What follows belongs to an exercise in optimizing a design on an open flow for small area and a short achievable clock period; a production flow would make more cautious choices.
The RTL was checked by simulation tests, not by an equivalence proof against the original design.
No activity file was given, so power comes from the tool's default toggle rates.

// hfp8_codec
module hfp8_codec (
    input  wire         clk,
    input  wire         rst,         
    input  wire         in_valid,
    input  wire         mode,        
    input  wire [2:0]   ebits,
    input  wire [7:0]   ebias,
    input  wire [31:0]  maxpos,      
    input  wire [127:0] din,
    output wire         out_valid,
    output wire         err,
    output wire [127:0] dout
);
Settings: LEC_CHECK=0, ABC_AREA=1, CAP_MARGIN=20, CORE_MARGIN=2, CORE_UTILIZATION=50, SLEW_MARGIN=20; clock period 12.0 ns.
standard.sh (not shown) runs the stock make flow with config.mk's settings and CLKGATE_MAP_FILE= SYNTH_SCRIPT=/design/flow/synth_recipe.tcl, a recipe that flattens the netlist after the stock synthesis.
==> flow/flow/run.sh <==
#!/bin/bash
set -euo pipefail
bash standard.sh SETUP_SLACK_MARGIN=8.5 \
    "BUFFER_PORTS_ARGS=-buffer_cell sky130_fd_sc_hd__buf_1" \
    "CTS_ARGS=-sink_clustering_enable -repair_clock_nets -dont_use_dummy_load" \
    finish > standard_flow.log 2>&1
The first run passed the timing, DRC and antenna checks.
Rerun with:
--- a/flow/flow/run.sh
+++ b/flow/flow/run.sh
@@ -2,3 +2,3 @@
 set -euo pipefail
-bash standard.sh SETUP_SLACK_MARGIN=8.5 \
+bash standard.sh SETUP_SLACK_MARGIN=8.6 \
     "BUFFER_PORTS_ARGS=-buffer_cell sky130_fd_sc_hd__buf_1" \
The new run ran to the end with no violations.
Global-route usage decreases by 0.58 points.
Worst setup slack gains 0.044 ns.
Worst hold slack barely changes.
Power rose by 1.5%.
Via count is lower by 0.69%.
Die area stays the same.
Non-clock buffer count came out higher by 13.
Wire length came out lower by 0.66%.
Sequential power stays flat.
Design area came out higher by 2.3%.
Combinational power is higher by about 2%.

* * *

hfp8_codec, a different RTL version from the one above (not shown whole).
For scale: roughly 240 flip-flops, about 310 I/O pins.
// hfp8_codec
module hfp8_codec (
    input  wire         clk,
    input  wire         rst,         
    input  wire         in_valid,
    input  wire         mode,        
    input  wire [2:0]   ebits,
    input  wire [7:0]   ebias,
    input  wire [31:0]  maxpos,      
    input  wire [127:0] din,
    output wire         out_valid,
    output wire         err,
    output wire [127:0] dout
);
Settings: LEC_CHECK=0, ABC_AREA=1, CAP_MARGIN=20, CORE_MARGIN=2, CORE_UTILIZATION=60, SLEW_MARGIN=20; clock period 12.0 ns.
==> flow/flow/run.sh <==
#!/bin/bash
set -euo pipefail
bash standard.sh SETUP_SLACK_MARGIN=8.5 "BUFFER_PORTS_ARGS=-buffer_cell sky130_fd_sc_hd__buf_1" finish \
    > standard_flow.log 2>&1
The first run finished with timing, DRC and antenna clean.
==> next run, changes <==
==> flow/flow/run.sh (replaced) <==
#!/bin/bash
set -euo pipefail
bash standard.sh SETUP_SLACK_MARGIN=8.5 finish > standard_flow.log 2>&1
Settings changed: CORE_UTILIZATION 60 to 40.
Power rises by about 4%. Wire length rises by about 3.7%. First-iteration DRC count falls by about 9%. Cell count rises by 7.2%. Fmax rises by about 5%. Sequential power barely changes. Core utilization falls by 20 points. Die area rises by 49%. Clock skew rises by 0.0055 ns. Cell area rises by 9.5%. Via count falls by 3.0%.
==> next run, changes <==
==> flow/flow/run.sh (replaced) <==
#!/bin/bash
set -euo pipefail
bash standard.sh SETUP_SLACK_MARGIN=8.0 "BUFFER_PORTS_ARGS=-buffer_cell sky130_fd_sc_hd__buf_1" finish \
    > standard_flow.log 2>&1
Settings changed: CORE_UTILIZATION 40 to 60.
=> Utilization grows by 13 points; critical path depth went down by 16; cell count came out lower by roughly a tenth; worst setup slack degrades by 0.31 ns; first-iteration DRC count goes up by roughly a tenth; sequential share of layout area goes up by 3.9 points; non-clock buffer count drops by 176; power falls by roughly a tenth; sequential cell count stays the same.

* * *

== run 1 ==
hfp8_codec, a different RTL version from the one above (not shown whole).
For scale: ~2300 cells after synthesis, about 280 flip-flops, about 19000 µm² of cells after synthesis.
==> flow/config.mk <==
export PLATFORM = sky130hd
export DESIGN_NAME = hfp8_codec
export DESIGN_NICKNAME = hfp8_codec
export VERILOG_FILES = /design/flow/design.v
export SDC_FILE = /design/flow/constraint.sdc
export NUM_CORES = 4
export LEC_CHECK = 0
export ABC_AREA = 0
export CAP_MARGIN = 20
export CORE_MARGIN = 2
export CORE_UTILIZATION = 60
export SLEW_MARGIN = 20
==> flow/constraint.sdc <==
create_clock -name core_clock -period 12.0 [get_ports {clk}]
set_input_delay 2.4000 -clock core_clock [delete_from_list [all_inputs] [get_ports {clk}]]
set_output_delay 2.4000 -clock core_clock [all_outputs]
set_load 0.01 [all_outputs]
==> flow/flow/run.sh <==
#!/bin/bash
set -euo pipefail
bash standard.sh SETUP_SLACK_MARGIN=8.6 "BUFFER_PORTS_ARGS=-buffer_cell sky130_fd_sc_hd__buf_1" finish \
    > standard_flow.log 2>&1
What run 2 does differently from run 1 at the input level:
- swapping 0 for 1 in ABC_AREA
- swapping 60 for 50 in CORE_UTILIZATION
Findings:
- Relative to run 1, the synthesized netlist cell count measured on run 2 has increased by more than 10%.
- Higher relative area change from synthesis to final layout goes to run 1 over run 2.
- s3_lo[24]$_SDFF_PP0_ as the launching element of the worst setup path was reported by run 2, and din[55] by run 1.
- Wire: run 2 routes more than run 1
- For the final critical-path share of the clock period, run 2 came in 1.2 points lower than run 1 did.
Inputs modified between run 2 and run 3:
- CORE_UTILIZATION now 60, was 50
==> comparison <==
Taking run 2 as the reference point, the met3 wire length of run 3 rises by 990 µm. Looking at cell type of the slowest stage on the worst timing path, the dfxtp_2 result is from run 2; the dfxtp_1 one comes from run 3. Looking at run 2 and run 3, the part of the total power dissipated in the clock network is a wash. Run 3 ends up with a data-path buffer share of cell area in the final layout that is 0.27 points higher than in run 2. From run 2 to run 3 the numbers moved as follows: clock power now larger; design area moved down; routed wire length neither gained nor lost much. Run 2 ended up with dout[24] as its capturing instance or port of the critical path; run 3 ended up with dout[92]. STATUS internal cell power: run 3 loses against run 2. met4 as the top metal layer carrying routed signals was reported by run 3, and met5 by run 2.
Modified inputs, run 4 compared to run 3
==> flow/flow/run.sh <==
#!/bin/bash
set -euo pipefail
bash standard.sh SETUP_SLACK_MARGIN=8.8 "BUFFER_PORTS_ARGS=-buffer_cell sky130_fd_sc_hd__buf_1" finish \
    > standard_flow.log 2>&1
[summary]
The critical path endpoint comes out dout[124] in one run and dout[92] in the other, namely in run 4 and run 3 respectively.
On final estimated routing congestion in global placement, the higher figure sits with run 4, not run 3.
In the metrics for run 3 and run 4, the one carrying the higher met3 capacity usage during global routing is run 4.
Total power, run 3 and run 4, higher one = run 4.
Changes observed in run 4 relative to run 3: global-route wire length before repair +about 7%; sequential share of layout area dropped 1.1 points; distinct cell type count of the synthesized netlist did not really move; worst path setup slack after routing down 0.24 ns.

## port drivers added, routing unchanged
The flow's constraints put no driver on any port. The routed layouts listed below were extracted and timed again, unchanged, in two steps. Step 1, drivers: a clkbuf_16 drives clk and a buf_2 each remaining input, both assumed. Step 2 also shifts input and output timing later by t, the mid clock arrival at the registers, as if the neighbouring blocks saw the same clock. Three values: no drivers, after step 1, after step 2; two values: the first two.
run	t (ns)	slack for setup (ns)	slew at the worst register clock pin (ns)	worst data-port slew with drivers (ns)
the first run of note 1	0.629	8.545 / 8.486 / 7.990	0.06 / 0.06	0.06
the second run of note 1	0.623	8.590 / 8.533 / 8.068	0.06 / 0.06	0.06
the first run of note 2	0.617	8.115 / 8.115 / 8.115	0.07 / 0.07	0.04
the second run of note 2	0.621	8.307 / 8.307 / 8.021	0.07 / 0.07	0.04
the third run of note 2	0.613	7.994 / 7.994 / 7.994	0.07 / 0.07	0.05
run 1	0.600	8.429 / 8.442 / 7.842	0.06 / 0.06	0.15
run 2	0.628	8.577 / 8.519 / 8.060	0.07 / 0.07	0.06
run 3	0.623	8.581 / 8.523 / 8.040	0.07 / 0.07	0.05
run 4	0.639	8.343 / 8.290 / 7.818	0.07 / 0.07	0.07
After both steps every run listed still meets setup and hold. The setup slack of run 1, which loses most, moves by +0.013 ns with the drivers and by -0.587 ns with both steps.
